Background: an optimization exercise with open tools, aiming at small area, a short achievable clock period and few clock cycles per item. Do not read the settings as production practice. RTL that was checked went through simulation tests only; none was proved equivalent to the original. Power is estimated from default activity; no workload was simulated.

Design ad983x_core, start of the top module:
module ad983x_core (
    input  wire        clk,
    input  wire        rst,                 
    input  wire        cmd_valid,
    output reg         cmd_ready,
    input  wire [63:0] cmd,
    output reg         res_valid,
    output reg  [3:0]  res_code,
    output reg  [7:0]  res_err,
    output reg         sel_n,
    output reg         rst_line,
    output reg         xfer_req,
    output reg  [15:0] xfer_word,
    input  wire        xfer_ack,
    input  wire        xfer_fail,
    input  wire [7:0]  xfer_code
);
Settings: LEC_CHECK=0, CAP_MARGIN=20, CORE_MARGIN=2, CORE_UTILIZATION=65, CTS_BUF_LIST=sky130_fd_sc_hd__clkbuf_4 sky130_fd_sc_hd__clkbuf_8, SLEW_MARGIN=20; clock period 10.0 ns.
standard.sh (not shown) runs the stock make flow with config.mk's settings and CLKGATE_MAP_FILE= SYNTH_SCRIPT=/design/flow/synth_recipe.tcl, a recipe that flattens the netlist after the stock synthesis.
==> flow/flow/run.sh <==
#!/bin/bash
# Standard layout, with timing repair aiming further below the clock period
# and plain buffers on the ports.
set -euo pipefail
export SETUP_SLACK_MARGIN=7.0
export BUFFER_PORTS_ARGS="-buffer_cell sky130_fd_sc_hd__buf_1"
bash standard.sh > standard_flow.log 2>&1
Edit:
--- a/flow/design.v
+++ b/flow/design.v
@@ -188,33 +188,31 @@
             dspec     <= 1'b0;
             duse      <= 1'b0;
         end else begin
             pv        <= cmd_valid && !accept;
             cmd_ready <= idle_nx && cmd_valid && !accept;
             res_valid <= 1'b0;
             if (dload && cmd_valid && !accept)
                 dspec <= 1'b1;
-            if (cmd_ready) begin
-                case (op)
-                    OP_INIT:            xfer_word <= 16'h0100;
-                    OP_FREQ, OP_FREQW:  xfer_word <= shadow | 16'h2000;
-                    OP_PHASE:           xfer_word <= {2'b11, csel[0], 1'b0, cmd[11:0]};
-                    default:            xfer_word <= sh_new;
-                endcase
-            end
             if (accept) begin
                 dspec     <= 1'b0;
                 res_valid <= refuse;
                 res_code  <= rcode;
                 widx      <= 2'd0;
                 ch        <= csel[0];
                 is_init   <= (op == OP_INIT);
                 nw4       <= (op == OP_FREQ) || (op == OP_FREQW);
                 rcnt      <= 3'd0;
+                case (op)
+                    OP_INIT:            xfer_word <= 16'h0100;
+                    OP_FREQ, OP_FREQW:  xfer_word <= shadow | 16'h2000;
+                    OP_PHASE:           xfer_word <= {2'b11, csel[0], 1'b0, cmd[11:0]};
+                    default:            xfer_word <= sh_new;
+                endcase
                 if (!refuse) begin
                     case (op)
                         OP_INIT: begin
                             ref_hz    <= cmd[31:0];
                             shb       <= 6'd0;
                             inited    <= 1'b1;
                             desync    <= 1'b0;
                             rst_line  <= 1'b1;
The new run completed without violations.
Non-clock buffer count went down by 12.
Die area went down slightly.
Power went down by a few percent.
Global-route usage went up by 2.1 points.
Area after synthesis went down slightly.
Testbench counts after the change, summed over its fixed seeds: cycles 64,969, commands 3,208.
No functional check of the RTL was part of the first run of this note.

## cedar
ad983x_core, a different RTL version from the one above (not shown whole).
Size: roughly 110 I/O pins.
==> flow/config.mk <==
export PLATFORM = sky130hd
export DESIGN_NAME = ad983x_core
export DESIGN_NICKNAME = ad983x_core
export VERILOG_FILES = /design/flow/design.v
export SDC_FILE = /design/flow/constraint.sdc
export NUM_CORES = 4
export LEC_CHECK = 0
export CAP_MARGIN = 20
export CORE_MARGIN = 2
export CORE_UTILIZATION = 65
export CTS_BUF_LIST = sky130_fd_sc_hd__clkbuf_4 sky130_fd_sc_hd__clkbuf_8
export SLEW_MARGIN = 20
==> flow/constraint.sdc <==
create_clock -name core_clock -period 10.0 [get_ports {clk}]
set_input_delay 2.0000 -clock core_clock [delete_from_list [all_inputs] [get_ports {clk}]]
set_output_delay 2.0000 -clock core_clock [all_outputs]
set_load 0.01 [all_outputs]
Scripts as last shown in full above: flow/flow/run.sh
cedar: done, clean on timing, DRC and antenna
Testbench counts of cedar, summed over its fixed seeds: cycles 69,016, commands 3,208.
Input-level comparison between garnet and cedar:
-- flow/design.v --
<<< cedar, line 1
module ad983x_core #(
    parameter NSTEP = 1                     
) (
    input  wire        clk,
    input  wire        rst,                 
>>> garnet, line 1
module ad983x_core (
    input  wire        clk,
    input  wire        rst,                 
<<< cedar, line 45
    reg        neg;                         
    reg        pv;                          
    reg        idle;                        
    reg        fw1;                         
    reg        gap;                         
>>> garnet, line 43
    reg        neg;                         
    reg        pv;                          
    reg        fw1;                         
    reg        gap;                         
<<< cedar, line 54
    reg [1:0]  widx;
    reg        ch;
    reg [32:0] rem;                         
    reg [29:0] sq;                          
>>> garnet, line 51
    reg [1:0]  widx;
    reg        ch;
    reg [13:0] whi;                         
    reg [32:0] rem;                         
    reg [29:0] sq;                          
<<< cedar, line 139
    wire dfmtw = cmd_ready && op == OP_FREQW;
    wire ddone = (dcnt == 5'd30);
    reg [32:0] rs [0:NSTEP];
    reg [29:0] qs [0:NSTEP];
    reg [34:0] tt;
    integer k;
    always @(*) begin
        rs[0] = rem;
        qs[0] = sq;
        for (k = 0; k < NSTEP; k = k + 1) begin
            tt = {rs[k], qs[k][29], 1'b1}
               + {{2'b00, ref_hz} ^ {34{!rs[k][32]}}, !rs[k][32]};
            rs[k+1] = tt[33:1];
            qs[k+1] = {qs[k][28:0], !tt[33]};
        end
    end
    wire [27:0] fword = sq[28:1] + {27'd0, sq[0]};
    wire [15:0] ftag  = ch ? 16'h8000 : 16'h4000;
    always @(posedge clk) begin
        rem <= dload ? {3'b000, cmd[46:17]} : rs[NSTEP];
        if (dload) begin
            if (dfmtw) begin
>>> garnet, line 137
    wire dfmtw = cmd_ready && op == OP_FREQW;
    wire ddone = (dcnt == 5'd30);
    wire [34:0] tt    = {rem, sq[29], 1'b1} + {{2'b00, ref_hz} ^ {34{!rem[32]}}, !rem[32]};
    wire [32:0] rem_n = tt[33:1];
    wire        qbit  = !tt[33];
    wire [27:0] fword = sq[28:1] + {27'd0, sq[0]};
    wire [15:0] ftag  = ch ? 16'h8000 : 16'h4000;
    always @(posedge clk) begin
        rem <= dload ? {3'b000, cmd[46:17]} : rem_n;
        if (dload) begin
            if (dfmtw) begin
<<< cedar, line 168
            seen0 <= 1'b0;
        end else if (!ddone) begin
            sq   <= qs[NSTEP];
            dcnt <= dcnt + NSTEP;
            if (dcnt == 5'd0) ovf <= qs[1][0];
            if (NSTEP == 1) begin
                if (dcnt != 5'd0 && !qs[1][0]) seen0 <= 1'b1;
            end else begin
                if ((dcnt != 5'd0 && !qs[NSTEP][1]) || !qs[NSTEP][0]) seen0 <= 1'b1;
            end
        end
    end
    reg idle_nx;
    always @(*) begin
        idle_nx = idle;
>>> garnet, line 155
            seen0 <= 1'b0;
        end else if (!ddone) begin
            sq   <= {sq[28:0], qbit};
            dcnt <= dcnt + 5'd1;
            if (dcnt == 5'd0) ovf <= qbit;
            else if (!qbit)   seen0 <= 1'b1;
        end
    end
    wire idle = !(rcnt_on || fw1 || xfer_req || gap);
    reg  idle_nx;
    always @(*) begin
        idle_nx = idle;
<<< cedar, line 191
            pv        <= 1'b0;
            cmd_ready <= 1'b0;
            idle      <= 1'b1;
            res_valid <= 1'b0;
            res_code  <= R_OK;
>>> garnet, line 175
            pv        <= 1'b0;
            cmd_ready <= 1'b0;
            res_valid <= 1'b0;
            res_code  <= R_OK;
<<< cedar, line 207
            pv        <= cmd_valid && !accept;
            cmd_ready <= idle_nx && cmd_valid && !accept;
            idle      <= idle_nx;
            res_valid <= 1'b0;
            if (dload && !accept)
>>> garnet, line 190
            pv        <= cmd_valid && !accept;
            cmd_ready <= idle_nx && cmd_valid && !accept;
            res_valid <= 1'b0;
            if (dload && !accept)
<<< cedar, line 307
                    2'd1: if (ddone) begin
                        gap       <= 1'b0;
                        sel_n     <= 1'b0;
                        xfer_req  <= 1'b1;
>>> garnet, line 289
                    2'd1: if (ddone) begin
                        gap       <= 1'b0;
                        duse      <= 1'b0;
                        whi       <= fword[27:14];
                        sel_n     <= 1'b0;
                        xfer_req  <= 1'b1;
<<< cedar, line 313
                    2'd2: begin
                        gap       <= 1'b0;
                        duse      <= 1'b0;
                        sel_n     <= 1'b0;
                        xfer_req  <= 1'b1;
                        xfer_word <= ftag | {2'b00, fword[27:14]};
                    end
                    default: begin
>>> garnet, line 297
                    2'd2: begin
                        gap       <= 1'b0;
                        sel_n     <= 1'b0;
                        xfer_req  <= 1'b1;
                        xfer_word <= ftag | {2'b00, whi};
                    end
                    default: begin
## What came out
Going from cedar to garnet, ratio of routed vias to standard cells shrank by a few percent. Diff cedar and garnet: instance count of the mapped netlist higher in cedar. Diff cedar -> garnet: power density of the placed cells now sits lower, non-clock buffer count now sits lower, number of H-tree levels now sits at about the same level, total routed wire length on the met1 layer now sits lower. | worst-case setup margin in the final layout | garnet vs cedar | 0.018 ns higher |. Sort cedar and garnet by clock buffer count, ascending, and garnet comes first. garnet vs. cedar: effective utilization at floorplan fell by 0.33 points; combinational power fell by about 22%; cell leakage power fell by about 6%; routed wire length fell by about 15%. When garnet is set beside cedar, its utilization after layout turns out to be 5.9 points smaller. Relative to cedar, clock network latency to the later pin of the worst-skew pair has decreased by 0.02 ns in garnet.
Testbench counts of garnet, summed over its fixed seeds: cycles 65,231, commands 3,208.

delta:
The RTL this note starts from:
==> flow/design.v <==
module ad983x_core (
    input  wire        clk,
    input  wire        rst,                 
    input  wire        cmd_valid,
    output reg         cmd_ready,           
    input  wire [63:0] cmd,
    output reg         res_valid,
    output reg  [3:0]  res_code,
    output reg  [7:0]  res_err,
    output reg         sel_n,
    output reg         rst_line,
    output reg         xfer_req,
    output reg  [15:0] xfer_word,
    input  wire        xfer_ack,
    input  wire        xfer_fail,
    input  wire [7:0]  xfer_code
);
    localparam [3:0] R_OK        = 4'd0,
                     R_BAD_CH    = 4'd1,
                     R_BAD_SHAPE = 4'd2,
                     R_FREQ_OOR  = 4'd3,
                     R_XFER_ERR  = 4'd4,
                     R_ILLEGAL   = 4'd5,
                     R_NOT_INIT  = 4'd6,
                     R_BAD_REF   = 4'd7,
                     R_DESYNC    = 4'd8;
    localparam [3:0] OP_INIT = 4'h1, OP_FREQ = 4'h2, OP_FREQW = 4'h3,
                     OP_PHASE = 4'h4, OP_SIGN = 4'h5, OP_MODE = 4'h6,
                     OP_SLEEP = 4'h7, OP_WAVE = 4'h8, OP_RESET = 4'h9;
    reg        inited;
    reg        desync;
    reg [31:0] ref_hz;
    reg [5:0]  shb;                         
    wire [15:0] shadow = {7'd0, 1'b1, shb[5:1], 1'b0, shb[0], 1'b0};
    reg        fw1;                         
    reg        gap;                         
    reg        rcnt_on;                     
    reg [2:0]  rcnt;
    reg        is_init;
    reg        nw4;                         
    reg [1:0]  widx;
    reg        ch;
    reg [31:0] rem;
    reg [29:0] sq;                          
    reg [4:0]  dcnt;                        
    reg        ovf;                         
    reg        seen0;                       
    reg        dspec;                       
    reg        duse;                        
    reg [63:0] cmd_r;
    reg        pv;                          
    reg        idle;                        
    wire [3:0]  op   = cmd_r[63:60];
    wire [7:0]  csel = cmd_r[59:52];
    wire [3:0]  rsv  = cmd_r[51:48];
    wire [47:0] data = cmd_r[47:0];
    wire rsv0   = (rsv == 4'd0);
    wire d0     = (data == 48'd0);
    wire sel0   = (csel == 8'd0);
    wire sel_h6 = (csel[7:2] == 6'd0);
    wire sel_h7 = (csel[7:1] == 7'd0);
    reg well_formed;
    always @(*) begin
        case (op)
            OP_INIT:  well_formed = sel0 && rsv0 && (data[47:32] == 16'd0);
            OP_FREQ:  well_formed = rsv0;
            OP_FREQW: well_formed = rsv0;
            OP_PHASE: well_formed = rsv0 && (data[47:12] == 36'd0);
            OP_SIGN:  well_formed = sel_h6 && rsv0 && d0;
            OP_MODE:  well_formed = sel_h7 && rsv0 && d0;
            OP_SLEEP: well_formed = sel_h6 && rsv0 && d0;
            OP_WAVE:  well_formed = rsv0 && d0;
            OP_RESET: well_formed = sel0 && rsv0 && d0;
            default:  well_formed = 1'b0;
        endcase
    end
    reg        refuse;
    reg [3:0]  rcode;
    always @(*) begin
        refuse = 1'b1;
        rcode  = R_OK;
        if (!well_formed)
            rcode = R_ILLEGAL;
        else if (op == OP_INIT) begin
            if (data[31:0] == 32'd0) rcode = R_BAD_REF;
            else refuse = 1'b0;
        end
        else if (!inited) rcode = R_NOT_INIT;
        else if (desync)  rcode = R_DESYNC;
        else if ((op == OP_FREQ || op == OP_FREQW || op == OP_PHASE) && !sel_h7)
            rcode = R_BAD_CH;
        else if (op == OP_WAVE && (!sel_h6 || csel[1:0] == 2'd3))
            rcode = R_BAD_SHAPE;
        else if (op == OP_FREQ && data[47])
            rcode = R_FREQ_OOR;
        else if (op == OP_FREQW && data[47:28] != 20'd0)
            rcode = R_FREQ_OOR;
        else
            refuse = 1'b0;
    end
    reg [5:0] shb_new;
    always @(*) begin
        shb_new = shb;
        case (op)
            OP_SIGN: case (csel[1:0])
                2'd0: shb_new[3:1] = 3'b000;
                2'd1: shb_new[3:1] = 3'b101;
                2'd2: shb_new[3:1] = 3'b100;
                default: shb_new[3:1] = 3'b111;
            endcase
            OP_MODE:  shb_new[0] = csel[0];
            OP_SLEEP: shb_new[5:4] = csel[1:0];
            default: case (csel[1:0])       
                2'd0: begin shb_new[3:1] = 3'b000; shb_new[0] = 1'b0; end
                2'd1: begin shb_new[3:1] = 3'b000; shb_new[0] = 1'b1; end
                default: begin shb_new[3:1] = 3'b111; shb_new[0] = 1'b0; end
            endcase
        endcase
    end
    wire [15:0] sh_new = {7'd0, 1'b1, shb_new[5:1], 1'b0, shb_new[0], 1'b0};
    wire accept = cmd_valid && cmd_ready;
    wire exec   = accept && !refuse;
    wire        dload   = pv && !dspec && !duse && (cmd_ready || op == OP_FREQ);
    wire        ddone   = (dcnt == 5'd30);
    wire [32:0] t       = {rem, sq[29]};
    wire [33:0] diff    = {1'b0, t} - {2'b00, ref_hz};
    wire        ge      = !diff[33];
    wire [27:0] fword   = sq[28:1] + {27'd0, sq[0]};
    wire [15:0] ftag    = ch ? 16'h8000 : 16'h4000;
    always @(posedge clk) begin
        if (dload) begin
            rem  <= {2'b00, data[46:17]};
            if (op == OP_FREQW) begin
                sq   <= {1'b0, data[27:0], 1'b0};
                dcnt <= 5'd30;
            end else begin
                sq   <= {data[16:0], 13'd0};
                dcnt <= 5'd0;
            end
            ovf   <= 1'b0;
            seen0 <= 1'b0;
        end else if (!ddone) begin
            rem  <= ge ? diff[31:0] : t[31:0];
            sq   <= {sq[28:0], ge};
            dcnt <= dcnt + 5'd1;
            if (dcnt == 5'd0) ovf <= ge;
            else if (!ge) seen0 <= 1'b1;
        end
    end
    always @(posedge clk) begin
        cmd_r <= cmd;
    end
    reg idle_nx;
    always @(*) begin
        idle_nx = idle;
        if (accept) idle_nx = refuse;
        if (rcnt_on && rcnt == 3'd7 && !is_init) idle_nx = 1'b1;
        if (fw1 && (ovf || (ddone && !seen0))) idle_nx = 1'b1;
        if (xfer_req && xfer_ack && (xfer_fail || !nw4 || widx == 2'd3)) idle_nx = 1'b1;
    end
    always @(posedge clk) begin
        if (rst) begin
            pv        <= 1'b0;
            cmd_ready <= 1'b0;
            idle      <= 1'b1;
        end else begin
            pv        <= cmd_valid && !accept;
            cmd_ready <= idle_nx && cmd_valid && !accept;
            idle      <= idle_nx;
        end
    end
    always @(posedge clk) begin
        res_err <= (xfer_req && xfer_ack && xfer_fail) ? xfer_code : 8'd0;
        if (rst) begin
            res_valid <= 1'b0;
            res_code  <= R_OK;
            sel_n     <= 1'b1;
            rst_line  <= 1'b0;
            xfer_req  <= 1'b0;
            inited    <= 1'b0;
            desync    <= 1'b0;
            fw1       <= 1'b0;
            gap       <= 1'b0;
            rcnt_on   <= 1'b0;
            dspec     <= 1'b0;
            duse      <= 1'b0;
        end else begin
            res_valid <= 1'b0;
            if (dload && !cmd_ready)
                dspec <= 1'b1;
            if (accept) begin
                dspec     <= 1'b0;
                res_valid <= refuse;
                res_code  <= rcode;
                widx      <= 2'd0;
                ch        <= csel[0];
                is_init   <= (op == OP_INIT);
                nw4       <= (op == OP_FREQ) || (op == OP_FREQW);
                rcnt      <= 3'd0;
                if (!refuse) begin
                    case (op)
                        OP_INIT: begin
                            ref_hz   <= data[31:0];
                            shb      <= 6'd0;
                            inited   <= 1'b1;
                            desync   <= 1'b0;
                            rst_line <= 1'b1;
                            rcnt_on  <= 1'b1;
                            xfer_word <= 16'h0100;
                        end
                        OP_RESET: begin
                            rst_line <= 1'b1;
                            rcnt_on  <= 1'b1;
                        end
                        OP_FREQ: begin
                            duse      <= 1'b1;
                            fw1       <= 1'b1;
                            xfer_word <= shadow | 16'h2000;
                        end
                        OP_FREQW: begin
                            duse      <= 1'b1;
                            sel_n     <= 1'b0;
                            xfer_req  <= 1'b1;
                            xfer_word <= shadow | 16'h2000;
                        end
                        OP_PHASE: begin
                            sel_n     <= 1'b0;
                            xfer_req  <= 1'b1;
                            xfer_word <= (csel[0] ? 16'hE000 : 16'hC000) | {4'd0, data[11:0]};
                        end
                        default: begin      
                            shb       <= shb_new;
                            sel_n     <= 1'b0;
                            xfer_req  <= 1'b1;
                            xfer_word <= sh_new;
                        end
                    endcase
                end
            end
            if (rcnt_on) begin
                rcnt <= rcnt + 3'd1;
                if (rcnt == 3'd7) begin
                    rcnt_on  <= 1'b0;
                    rst_line <= 1'b0;
                    if (is_init) begin
                        sel_n    <= 1'b0;
                        xfer_req <= 1'b1;
                    end else begin
                        res_valid <= 1'b1;
                        res_code  <= R_OK;
                    end
                end
            end
            if (fw1) begin
                if (ovf || (ddone && !seen0)) begin
                    fw1       <= 1'b0;
                    duse      <= 1'b0;
                    res_valid <= 1'b1;
                    res_code  <= R_FREQ_OOR;
                end else if (seen0) begin
                    fw1      <= 1'b0;
                    sel_n    <= 1'b0;
                    xfer_req <= 1'b1;
                end
            end
            if (xfer_req && xfer_ack) begin
                sel_n    <= 1'b1;
                xfer_req <= 1'b0;
                if (xfer_fail) begin
                    duse      <= 1'b0;
                    res_valid <= 1'b1;
                    res_code  <= R_XFER_ERR;
                    if (is_init) inited <= 1'b0;
                    else         desync <= 1'b1;
                end else if (!nw4 || widx == 2'd3) begin
                    res_valid <= 1'b1;
                    res_code  <= R_OK;
                end else begin
                    gap  <= 1'b1;
                    widx <= widx + 2'd1;
                end
            end
            if (gap) begin
                case (widx)
                    2'd1: if (ddone) begin
                        gap       <= 1'b0;
                        sel_n     <= 1'b0;
                        xfer_req  <= 1'b1;
                        xfer_word <= ftag | {2'b00, fword[13:0]};
                    end
                    2'd2: begin
                        gap       <= 1'b0;
                        duse      <= 1'b0;
                        sel_n     <= 1'b0;
                        xfer_req  <= 1'b1;
                        xfer_word <= ftag | {2'b00, fword[27:14]};
                    end
                    default: begin
                        gap       <= 1'b0;
                        sel_n     <= 1'b0;
                        xfer_req  <= 1'b1;
                        xfer_word <= shadow;
                    end
                endcase
            end
        end
    end
endmodule
Settings: LEC_CHECK=0, CAP_MARGIN=20, CORE_MARGIN=2, CORE_UTILIZATION=40, SETUP_SLACK_MARGIN=5, SLEW_MARGIN=20; clock period 10.0 ns.
run.sh (not shown) runs the stock make flow with config.mk's settings and CLKGATE_MAP_FILE= SYNTH_SCRIPT=/design/flow/synth_recipe.tcl, a recipe that flattens the netlist after the stock synthesis.
Stock flow here: none of the scripts above is used.
The inputs of beta differ from those of delta as listed below.
-- flow/design.v --
<<< delta, line 3
    input  wire        rst,                 
    input  wire        cmd_valid,
    output reg         cmd_ready,           
    input  wire [63:0] cmd,
    output reg         res_valid,
>>> beta, line 3
    input  wire        rst,                 
    input  wire        cmd_valid,
    output reg         cmd_ready,
    input  wire [63:0] cmd,
    output reg         res_valid,
<<< delta, line 48
    reg        dspec;                       
    reg        duse;                        
    reg [63:0] cmd_r;
    reg        pv;                          
    reg        idle;                        
    wire [3:0]  op   = cmd_r[63:60];
    wire [7:0]  csel = cmd_r[59:52];
    wire [3:0]  rsv  = cmd_r[51:48];
    wire [47:0] data = cmd_r[47:0];
    wire rsv0   = (rsv == 4'd0);
    wire d0     = (data == 48'd0);
>>> beta, line 48
    reg        dspec;                       
    reg        duse;                        
    wire [3:0]  op   = cmd[63:60];
    wire [7:0]  csel = cmd[59:52];
    wire [3:0]  rsv  = cmd[51:48];
    wire [47:0] data = cmd[47:0];
    wire rsv0   = (rsv == 4'd0);
    wire d0     = (data == 48'd0);
<<< delta, line 121
    wire accept = cmd_valid && cmd_ready;
    wire exec   = accept && !refuse;
    wire        dload   = pv && !dspec && !duse && (cmd_ready || op == OP_FREQ);
    wire        ddone   = (dcnt == 5'd30);
    wire [32:0] t       = {rem, sq[29]};
>>> beta, line 118
    wire accept = cmd_valid && cmd_ready;
    wire exec   = accept && !refuse;
    wire        dload   = cmd_valid && !dspec && !duse && (cmd_ready || op == OP_FREQ);
    wire        ddone   = (dcnt == 5'd30);
    wire [32:0] t       = {rem, sq[29]};
<<< delta, line 130
    always @(posedge clk) begin
        if (dload) begin
            rem  <= {2'b00, data[46:17]};
            if (op == OP_FREQW) begin
                sq   <= {1'b0, data[27:0], 1'b0};
                dcnt <= 5'd30;
            end else begin
                sq   <= {data[16:0], 13'd0};
                dcnt <= 5'd0;
            end
>>> beta, line 127
    always @(posedge clk) begin
        if (dload) begin
            rem  <= {2'b00, cmd[46:17]};
            if (op == OP_FREQW) begin
                sq   <= {1'b0, cmd[27:0], 1'b0};
                dcnt <= 5'd30;
            end else begin
                sq   <= {cmd[16:0], 13'd0};
                dcnt <= 5'd0;
            end
<<< delta, line 149
    end
    always @(posedge clk) begin
        cmd_r <= cmd;
    end
    reg idle_nx;
    always @(*) begin
        idle_nx = idle;
        if (accept) idle_nx = refuse;
        if (rcnt_on && rcnt == 3'd7 && !is_init) idle_nx = 1'b1;
        if (fw1 && (ovf || (ddone && !seen0))) idle_nx = 1'b1;
        if (xfer_req && xfer_ack && (xfer_fail || !nw4 || widx == 2'd3)) idle_nx = 1'b1;
    end
    always @(posedge clk) begin
        if (rst) begin
            pv        <= 1'b0;
            cmd_ready <= 1'b0;
            idle      <= 1'b1;
        end else begin
            pv        <= cmd_valid && !accept;
            cmd_ready <= idle_nx && cmd_valid && !accept;
            idle      <= idle_nx;
        end
    end
    always @(posedge clk) begin
        res_err <= (xfer_req && xfer_ack && xfer_fail) ? xfer_code : 8'd0;
        if (rst) begin
            res_valid <= 1'b0;
            res_code  <= R_OK;
>>> beta, line 146
    end
    always @(posedge clk) begin
        res_err <= (xfer_req && xfer_ack && xfer_fail) ? xfer_code : 8'd0;
        if (rst) begin
            cmd_ready <= 1'b1;
            res_valid <= 1'b0;
            res_code  <= R_OK;
<<< delta, line 193
                res_valid <= refuse;
                res_code  <= rcode;
                widx      <= 2'd0;
                ch        <= csel[0];
>>> beta, line 169
                res_valid <= refuse;
                res_code  <= rcode;
                cmd_ready <= refuse;
                widx      <= 2'd0;
                ch        <= csel[0];
<<< delta, line 249
                        res_valid <= 1'b1;
                        res_code  <= R_OK;
                    end
                end
>>> beta, line 226
                        res_valid <= 1'b1;
                        res_code  <= R_OK;
                        cmd_ready <= 1'b1;
                    end
                end
<<< delta, line 258
                    res_valid <= 1'b1;
                    res_code  <= R_FREQ_OOR;
                end else if (seen0) begin
                    fw1      <= 1'b0;
>>> beta, line 236
                    res_valid <= 1'b1;
                    res_code  <= R_FREQ_OOR;
                    cmd_ready <= 1'b1;
                end else if (seen0) begin
                    fw1      <= 1'b0;
<<< delta, line 271
                    res_valid <= 1'b1;
                    res_code  <= R_XFER_ERR;
                    if (is_init) inited <= 1'b0;
                    else         desync <= 1'b1;
>>> beta, line 250
                    res_valid <= 1'b1;
                    res_code  <= R_XFER_ERR;
                    cmd_ready <= 1'b1;
                    if (is_init) inited <= 1'b0;
                    else         desync <= 1'b1;
<<< delta, line 276
                    res_valid <= 1'b1;
                    res_code  <= R_OK;
                end else begin
                    gap  <= 1'b1;
>>> beta, line 256
                    res_valid <= 1'b1;
                    res_code  <= R_OK;
                    cmd_ready <= 1'b1;
                end else begin
                    gap  <= 1'b1;
Findings:
Going from delta to beta, total detailed-routing wirelength has decreased; average vias per placed instance increased 5.1%; placeable core region went down; largest stage delay on the critical path shows a reduction of 0.25 ns; number of fill cells in the layout fell 225.
delta has higher worst path setup slack after routing than beta.
In the flow results for delta and beta, the number of unique standard cell types used by synthesis is smaller on beta.
Met3 wirelength from detailed routing: beta vs delta up 70%
The growth of design area from synthesis to finish in beta sits 0.78 points above the value recorded for delta.
delta has a higher count of clock-buffer cells in the layout than beta.
beta vs delta — non-clock buffer count in the final layout rose 5.
beta: setup fix buffers added after clock tree synthesis is 5 higher than what delta reported.
Post-route fraction of the period consumed by the critical path in beta is 7.5 points above delta.
Testbench counts of beta, summed over its fixed seeds: cycles 68,817, commands 3,208.
The RTL of delta was laid out without a check of its function.

separate check: timing with driven ports:
The results above use ideal ports. As a check the final layouts listed here were re-extracted and re-timed, cells and wires unchanged.
Step 1, drivers: a clkbuf_16 drives clk and a buf_2 each remaining input, both assumed.
Step 2 times the ports against the registers' clock, not the clock port: input delays grow and output delays shrink by t, the midpoint of the rising clock arrivals with the driver on.
a / b / c = ideal / step 1 / step 2; a / b = the first two.
run | shift t [ns] | setup slack, ns | hold slack, ns | latest minus earliest clock arrival (ns)
the first run of note 1 | 0.520 | 6.922 / 6.880 / 6.410 | 0.466 / 0.466 / 0.466 | 0.021 / 0.021
the second run of note 1 | 0.506 | 6.931 / 6.889 / 6.575 | 0.473 / 0.473 / 0.473 | 0.016 / 0.016
cedar | 0.530 | 6.911 / 6.869 / 6.485 | 0.476 / 0.476 / 0.476 | 0.018 / 0.019
garnet | 0.514 | 6.929 / 6.887 / 6.520 | 0.468 / 0.468 / 0.468 | 0.013 / 0.013
delta | 0.581 | 5.875 / 5.903 / 5.322 | 0.465 / 0.465 / 0.465 | 0.032 / 0.031
beta | 0.468 | 5.125 / 5.139 / 4.672 | 0.476 / 0.476 / 0.476 | 0.011 / 0.011
After both steps every run listed still meets setup and hold. The setup slack of delta, which loses most, moves by +0.028 ns with the drivers and by -0.553 ns with both steps.
